Context: an optimization exercise on an open-source flow, tuned for small area. The choices shown serve that exercise and are no tape-out recipe.
The RTL was checked by simulation tests, not by an equivalence proof against the original design.
Power is estimated from default activity; no workload was simulated.

## lane 1
==> flow/design.v <==
module spi_unit #(
    parameter integer CLKFREQ = 80000000
) (
    input  wire        clk,
    input  wire        rst,          
    input  wire        mb_we,
    input  wire [31:0] mb_wdata,
    output wire [31:0] mb_rdata,
    output wire        sclk,
    output reg         mosi,
    input  wire        miso,
    output wire        mem_we,
    output wire [14:0] mem_addr,
    output wire [7:0]  mem_wdata
);
    localparam [31:0] BUSY = 32'hFFFF_FFFD;
    localparam [26:0] ACC0 = 27'd67108864 - (CLKFREQ / 2);
    reg [31:0] mbn;          
    reg        cpol;
    reg        cpha;
    reg        bitorder;     
    reg [30:0] freq;
    reg        s_wop;        
    reg        s_shift;      
    reg        s_store;      
    reg        s_done;       
    reg [1:0]  kd;           
    reg [4:0]  pos;          
    reg [4:0]  rem;          
    reg        phase;        
    reg [26:0] z;            
    wire [31:0] mb   = ~mbn;
    wire        busy = s_shift | s_store | s_done;
    wire        s_cmd = ~(s_wop | busy);
    assign mb_rdata  = busy ? BUSY : mb;
    assign sclk      = cpol ^ phase;
    assign mem_we    = s_store;
    assign mem_addr  = mb[14:0];
    assign mem_wdata = mb[31:24];
    wire       fn_ok  = (mb[7:4] == 4'd0) & (~mb[3] | (mb[2:0] == 3'd0));    
    wire [3:0] fn     = mb[3:0];
    wire       cmd    = s_cmd & mb[31] & fn_ok;
    wire       rsv    = s_cmd & mb[31] & ~fn_ok;    
    wire       f_rd   = (fn == 4'd1) | (fn == 4'd3);
    wire       f_mode = (fn == 4'd5);
    wire       f_bits = (fn == 4'd6);
    wire       f_get  = fn[3];
    wire       f_opr  = ~f_rd & ~f_mode & ~f_bits & ~f_get;    
    wire       opnd   = s_wop & ~mb[31];                        
    wire [4:0] nm1;
    wire [5:0] nb;
    assign nb[0] = 1'b1;
    genvar gi;
    generate
        for (gi = 0; gi < 5; gi = gi + 1) begin : g_nm1
            assign nm1[gi]    = mb[8 + gi] ^ nb[gi];
            assign nb[gi + 1] = nb[gi] & ~mb[8 + gi];
        end
    endgenerate
    wire        start = (cmd & f_rd) | (opnd & ~kd[0]);
    wire        tick  = z[26];
    wire        zt    = tick;
    wire [25:0] zx    = z[25:0];
    wire [24:0] fx    = freq[24:0] & {25{~s_store}};
    wire [25:0] y;                        
    wire [26:0] yc;
    assign yc[9]  = 1'b0;
    assign y[8:0] = zx[8:0];
    generate
        for (gi = 9; gi < 26; gi = gi + 1) begin : g_cor
            wire kb = zt & ACC0[gi];
            assign y[gi]      = zx[gi] ^ kb ^ yc[gi];
            assign yc[gi + 1] = (zx[gi] & kb) | (zx[gi] & yc[gi]) | (kb & yc[gi]);
        end
    endgenerate
    wire [26:0] z_nxt;                    
    wire [26:0] sc;
    assign sc[0] = 1'b0;
    generate
        for (gi = 0; gi < 26; gi = gi + 1) begin : g_add
            wire fb = (gi < 25) ? fx[gi] : 1'b0;
            assign z_nxt[gi]  = y[gi] ^ fb ^ sc[gi];
            assign sc[gi + 1] = (y[gi] & fb) | (y[gi] & sc[gi]) | (fb & sc[gi]);
        end
    endgenerate
    assign z_nxt[26] = sc[26];
    always @(posedge clk) begin
        if ((s_cmd | s_wop) & ~start)
            z <= {1'b1, 26'd0};           
        else
            z <= z_nxt;
    end
    wire lead  = s_shift & tick & ~phase;
    wire trail = s_shift & tick & phase;
    wire reads = kd[0] | kd[1];
    wire samp  = reads & (cpha ? trail : lead);
    wire last  = (rem == 5'd0);
    wire [4:0] pos_adv;
    wire [5:0] pt;
    assign pt[0] = 1'b1;
    generate
        for (gi = 0; gi < 5; gi = gi + 1) begin : g_pos
            assign pos_adv[gi] = pos[gi] ^ pt[gi];
            assign pt[gi + 1]  = pt[gi] & (pos[gi] ^ bitorder);
        end
    endgenerate
    wire [4:0] rem_dec;
    wire [5:0] rb;
    assign rb[0] = 1'b1;
    generate
        for (gi = 0; gi < 5; gi = gi + 1) begin : g_rem
            assign rem_dec[gi] = rem[gi] ^ rb[gi];
            assign rb[gi + 1]  = rb[gi] & ~rem[gi];
        end
    endgenerate
    wire [3:0] pd_lo = {pos[1:0] == 2'd3, pos[1:0] == 2'd2, pos[1:0] == 2'd1, pos[1:0] == 2'd0};
    wire [7:0] pd_hi = {pos[4:2] == 3'd7, pos[4:2] == 3'd6, pos[4:2] == 3'd5, pos[4:2] == 3'd4,
                        pos[4:2] == 3'd3, pos[4:2] == 3'd2, pos[4:2] == 3'd1, pos[4:2] == 3'd0}
                       & {8{samp & miso}};
    wire [31:0] wr;
    generate
        for (gi = 0; gi < 32; gi = gi + 1) begin : g_wr
            assign wr[gi] = pd_hi[gi / 4] & pd_lo[gi % 4];
        end
    endgenerate
    wire [8:0] cnt     = mb[23:15];
    wire       cnt_z   = (cnt[7:0] == 8'd0);
    wire       cnt_end = cnt[8] & cnt_z;
    wire [23:0] st_val;
    wire [15:0] ac;
    assign ac[0] = 1'b1;
    generate
        for (gi = 0; gi < 15; gi = gi + 1) begin : g_inc
            assign st_val[gi] = mb[gi] ^ ac[gi];
            assign ac[gi + 1] = mb[gi] & ac[gi];
        end
    endgenerate
    assign st_val[23:15] = {cnt[7:0], cnt[8] ^ cnt[4] ^ cnt_z};
    wire set_all = rsv | (cmd & (f_mode | f_bits)) | (opnd & (kd == 2'b11))
                 | (s_done & ~kd[0]);
    wire set_hi  = set_all | (cmd & f_opr);
    wire ld_all  = cmd & (f_rd | f_get);
    wire ld_0    = cmd & ~f_mode & ~f_bits;
    wire cclr    = opnd & (kd == 2'b10);
    wire [30:0] fget = freq & {31{f_get}};
    wire [31:0] mbn_d;
    generate
        for (gi = 0; gi < 32; gi = gi + 1) begin : g_mb
            wire set = (gi == 0) ? set_all : set_hi;
            wire ld  = (gi == 0) ? ld_0 : ld_all;
            wire ldv = (gi < 31) ? fget[gi] : 1'b0;
            wire stv = (gi < 24) ? st_val[gi] : 1'b0;    
            wire clr = (gi >= 15) ? cclr : 1'b0;
            wire keep = ~(ld | s_store | clr);
            wire unit = set | wr[gi] | (ld & ldv) | (s_store & stv) | (keep & mb[gi]);
            assign mbn_d[gi] = ~(mb_we ? mb_wdata[gi] : unit);    
        end
    endgenerate
    always @(posedge clk) begin
        if (rst)
            mbn <= 32'd0;                         
        else
            mbn <= mbn_d;
    end
    wire send   = ~kd[1] & ~kd[0];
    wire n0     = (rem == 5'd31);             
    wire go_snd = opnd & send & ~n0;          
    wire fin    = trail & last;               
    wire adv    = (go_snd & ~cpha) | trail;
    wire mo_en  = (go_snd & ~cpha) | (lead & send & cpha) | (trail & send & ~cpha & ~last);
    wire nxtb   = s_store & ~cnt_end;         
    always @(posedge clk) begin
        if (rst) begin
            cpol     <= 1'b0;
            cpha     <= 1'b0;
            bitorder <= 1'b0;
            freq     <= 31'd0;
            phase    <= 1'b0;
            mosi     <= 1'b0;
            s_wop    <= 1'b0;
            s_shift  <= 1'b0;
            s_store  <= 1'b0;
            s_done   <= 1'b0;
        end else begin
            if (cmd & f_mode) begin
                cpha <= mb[8];
                cpol <= mb[9];
            end
            if (cmd & f_bits)
                bitorder <= mb[10];
            if (opnd & (kd == 2'b11))
                freq <= mb[30:0];
            if (s_shift & tick)
                phase <= ~phase;
            if (mo_en)
                mosi <= mb[pos];
            s_wop   <= (cmd & f_opr) | (s_wop & mb[31]);
            s_shift <= (cmd & f_rd & (mb[12:8] != 5'd0)) | (opnd & (kd == 2'b10)) | go_snd
                     | (s_shift & ~fin) | nxtb;
            s_store <= fin & kd[1];
            s_done  <= (cmd & f_rd & (mb[12:8] == 5'd0)) | (opnd & send & n0)
                     | (fin & ~kd[1]) | (s_store & cnt_end);
        end
    end
    always @(posedge clk) begin
        if (s_cmd) begin
            kd  <= {mb[2], mb[0]};
            rem <= mb[2] ? 5'd7 : nm1;
            pos <= bitorder ? (mb[2] ? 5'd31 : nm1) : {mb[2], mb[2], 3'b000};
        end else begin
            if (adv)
                pos <= pos_adv;
            if (trail)
                rem <= rem_dec;
            if (nxtb) begin
                pos <= bitorder ? 5'd31 : 5'd24;
                rem <= 5'd7;
            end
        end
    end
endmodule
Settings: LEC_CHECK=0, CAP_MARGIN=20, CORE_MARGIN=2, CORE_UTILIZATION=40, SLEW_MARGIN=20; clock period 10.0 ns.
standard.sh (not shown) runs the stock make flow with config.mk's settings and CLKGATE_MAP_FILE= SYNTH_SCRIPT=/design/flow/synth_recipe.tcl, a recipe that flattens the netlist after the stock synthesis.
==> flow/flow/run.sh <==
#!/bin/bash
# Own layout flow: the standard flow, with three changes.
#  1. After the standard synthesis, the combinational logic is mapped again
#     by ABC for area. Flip-flops, tie cells and (in one variant) adder cells
#     stay exactly as the standard synthesis made them. Each ABC script in
#     flow/resyn*.abc is tried, with and without keeping the half adders, and
#     the smallest netlist is kept.
#  2. The port buffers use the smallest buffer cell.
#  3. The clock tree uses clkbuf_8 and no dummy loads.
# Each tool writes its full output to a log file in this folder.
set -euo pipefail
here=$(pwd)
res=$here/orfs/results/${FLOW_PLATFORM}/spi_unit/base
lib=$FLOW_HOME/platforms/${FLOW_PLATFORM}/lib/sky130_fd_sc_hd__tt_025C_1v80.lib
yosys=${YOSYS_EXE:-$FLOW_HOME/../tools/install/yosys/bin/yosys}
knobs=(
  BUFFER_PORTS_ARGS="-buffer_cell sky130_fd_sc_hd__buf_1"
  CTS_ARGS="-sink_clustering_enable -repair_clock_nets -buf_list sky130_fd_sc_hd__clkbuf_16 -sink_clustering_size 30 -dont_use_dummy_load"
)

# 1. standard synthesis
bash standard.sh "${knobs[@]}" "$res/1_2_yosys.v" > synth_flow.log 2>&1
cp "$res/1_2_yosys.v" standard_1_2_yosys.v

# 2. remap the combinational logic, keep the smallest result
python3 flow/cellfunc.py "$lib" map_fa.v 'fa|fah|fahcin|fahcon' > cellfunc.log 2>&1
python3 flow/cellfunc.py "$lib" map_faha.v 'fa|ha|fah|fahcin|fahcon' >> cellfunc.log 2>&1
best=""
best_area=""
for map in fa faha; do
  for abc in flow/resyn*.abc; do
    tag=${map}_$(basename "$abc" .abc)
    cat > "resyn_$tag.ys" <<EOT
read_liberty -lib $lib
read_verilog standard_1_2_yosys.v
hierarchy -check -top $FLOW_TOP
techmap -map map_$map.v
opt -purge
techmap
opt -fast
abc -liberty $lib -script $here/$abc -dont_use *lpflow* -dont_use *probe*
opt_clean -purge
hilomap -singleton -hicell sky130_fd_sc_hd__conb_1 HI -locell sky130_fd_sc_hd__conb_1 LO
splitnets
opt_clean -purge
stat -liberty $lib
write_verilog -noattr -noexpr -nohex -nodec resyn_$tag.v
EOT
    if "$yosys" -s "resyn_$tag.ys" > "resyn_$tag.log" 2>&1; then
      area=$(sed -n "s/.*Chip area for module .*: \([0-9.]*\).*/\1/p" "resyn_$tag.log" | tail -1)
      echo "$tag $area" >> resyn_areas.txt
      if [[ -n "$area" ]] && { [[ -z "$best_area" ]] || awk "BEGIN{exit !($area < $best_area)}"; }; then
        best=$tag
        best_area=$area
      fi
    fi
  done
done
echo "kept $best $best_area" >> resyn_areas.txt
cp "resyn_$best.v" "$res/1_2_yosys.v"

# 3. the rest of the standard flow
bash standard.sh "${knobs[@]}" finish > standard_flow.log 2>&1
Other scripts of this flow, unchanged in this note and not shown: flow/flow/cellfunc.py, flow/flow/resyn1.abc, flow/flow/resyn2.abc, flow/flow/resyn3.abc, flow/flow/resyn4.abc, flow/flow/resyn5.abc, flow/flow/resyn6.abc, flow/flow/resyn7.abc, flow/flow/resyn8.abc, flow/flow/resyn9.abc
Lane 1 closes out successfully: all stages finished, all timing, DRC and antenna checks passed.
The inputs of lane 2 differ from those of lane 1 as listed below.
- PLACE_DENSITY now 0.75, previously not set
- CORE_UTILIZATION now 55, was 40
diff --git a/flow/flow/run.sh b/flow/flow/run.sh
--- a/flow/flow/run.sh
+++ b/flow/flow/run.sh
@@ -17,3 +17,3 @@
   BUFFER_PORTS_ARGS="-buffer_cell sky130_fd_sc_hd__buf_1"
-  CTS_ARGS="-sink_clustering_enable -repair_clock_nets -buf_list sky130_fd_sc_hd__clkbuf_16 -sink_clustering_size 30 -dont_use_dummy_load"
+  CTS_ARGS="-sink_clustering_enable -repair_clock_nets -buf_list sky130_fd_sc_hd__clkbuf_8 -dont_use_dummy_load"
 )
Notes after the runs:
Compared with lane 1, lane 2 is the less power-hungry design.
Sequential power share ended up 6.6 points higher on lane 2 than on lane 1.
On final worst-path cycle share, the lower figure sits with lane 1, not lane 2.
Changes observed in lane 2 relative to lane 1: upper clock frequency limit lost 0.00034 GHz; cell count after synthesis neither gained nor lost much.

[afterwards: timing with drivers on the ports]
In the flow no input, the clock included, has a driving cell. The finished layouts below were timed again as built, in two steps.
Step 1 sets driving cells, clkbuf_16 on the clock port and buf_2 on the other inputs (assumed; they add their load-dependent delay and slew).
Step 2, shift: input delay + t, output delay - t, t = (earliest + latest rising clock arrival at the registers) / 2. This alone moves slack from input paths to output paths.
Slacks: no drivers / after step 1 / after step 2; pairs: no drivers / after step 1.
| run | t, ns | setup WS [ns] | hold WS [ns] | clock arrival spread, ns | worst register clock-pin slew, ns |
|---|---|---|---|---|---|
| lane 1 | 0.396 | 0.381 / 0.381 / 0.381 | 0.478 / 0.478 / 0.478 | 0.017 / 0.016 | 0.07 / 0.07 |
| lane 2 | 0.413 | 0.350 / 0.350 / 0.350 | 0.482 / 0.482 / 0.482 | 0.022 / 0.021 | 0.10 / 0.10 |
After both steps setup and hold are still met in every run listed.
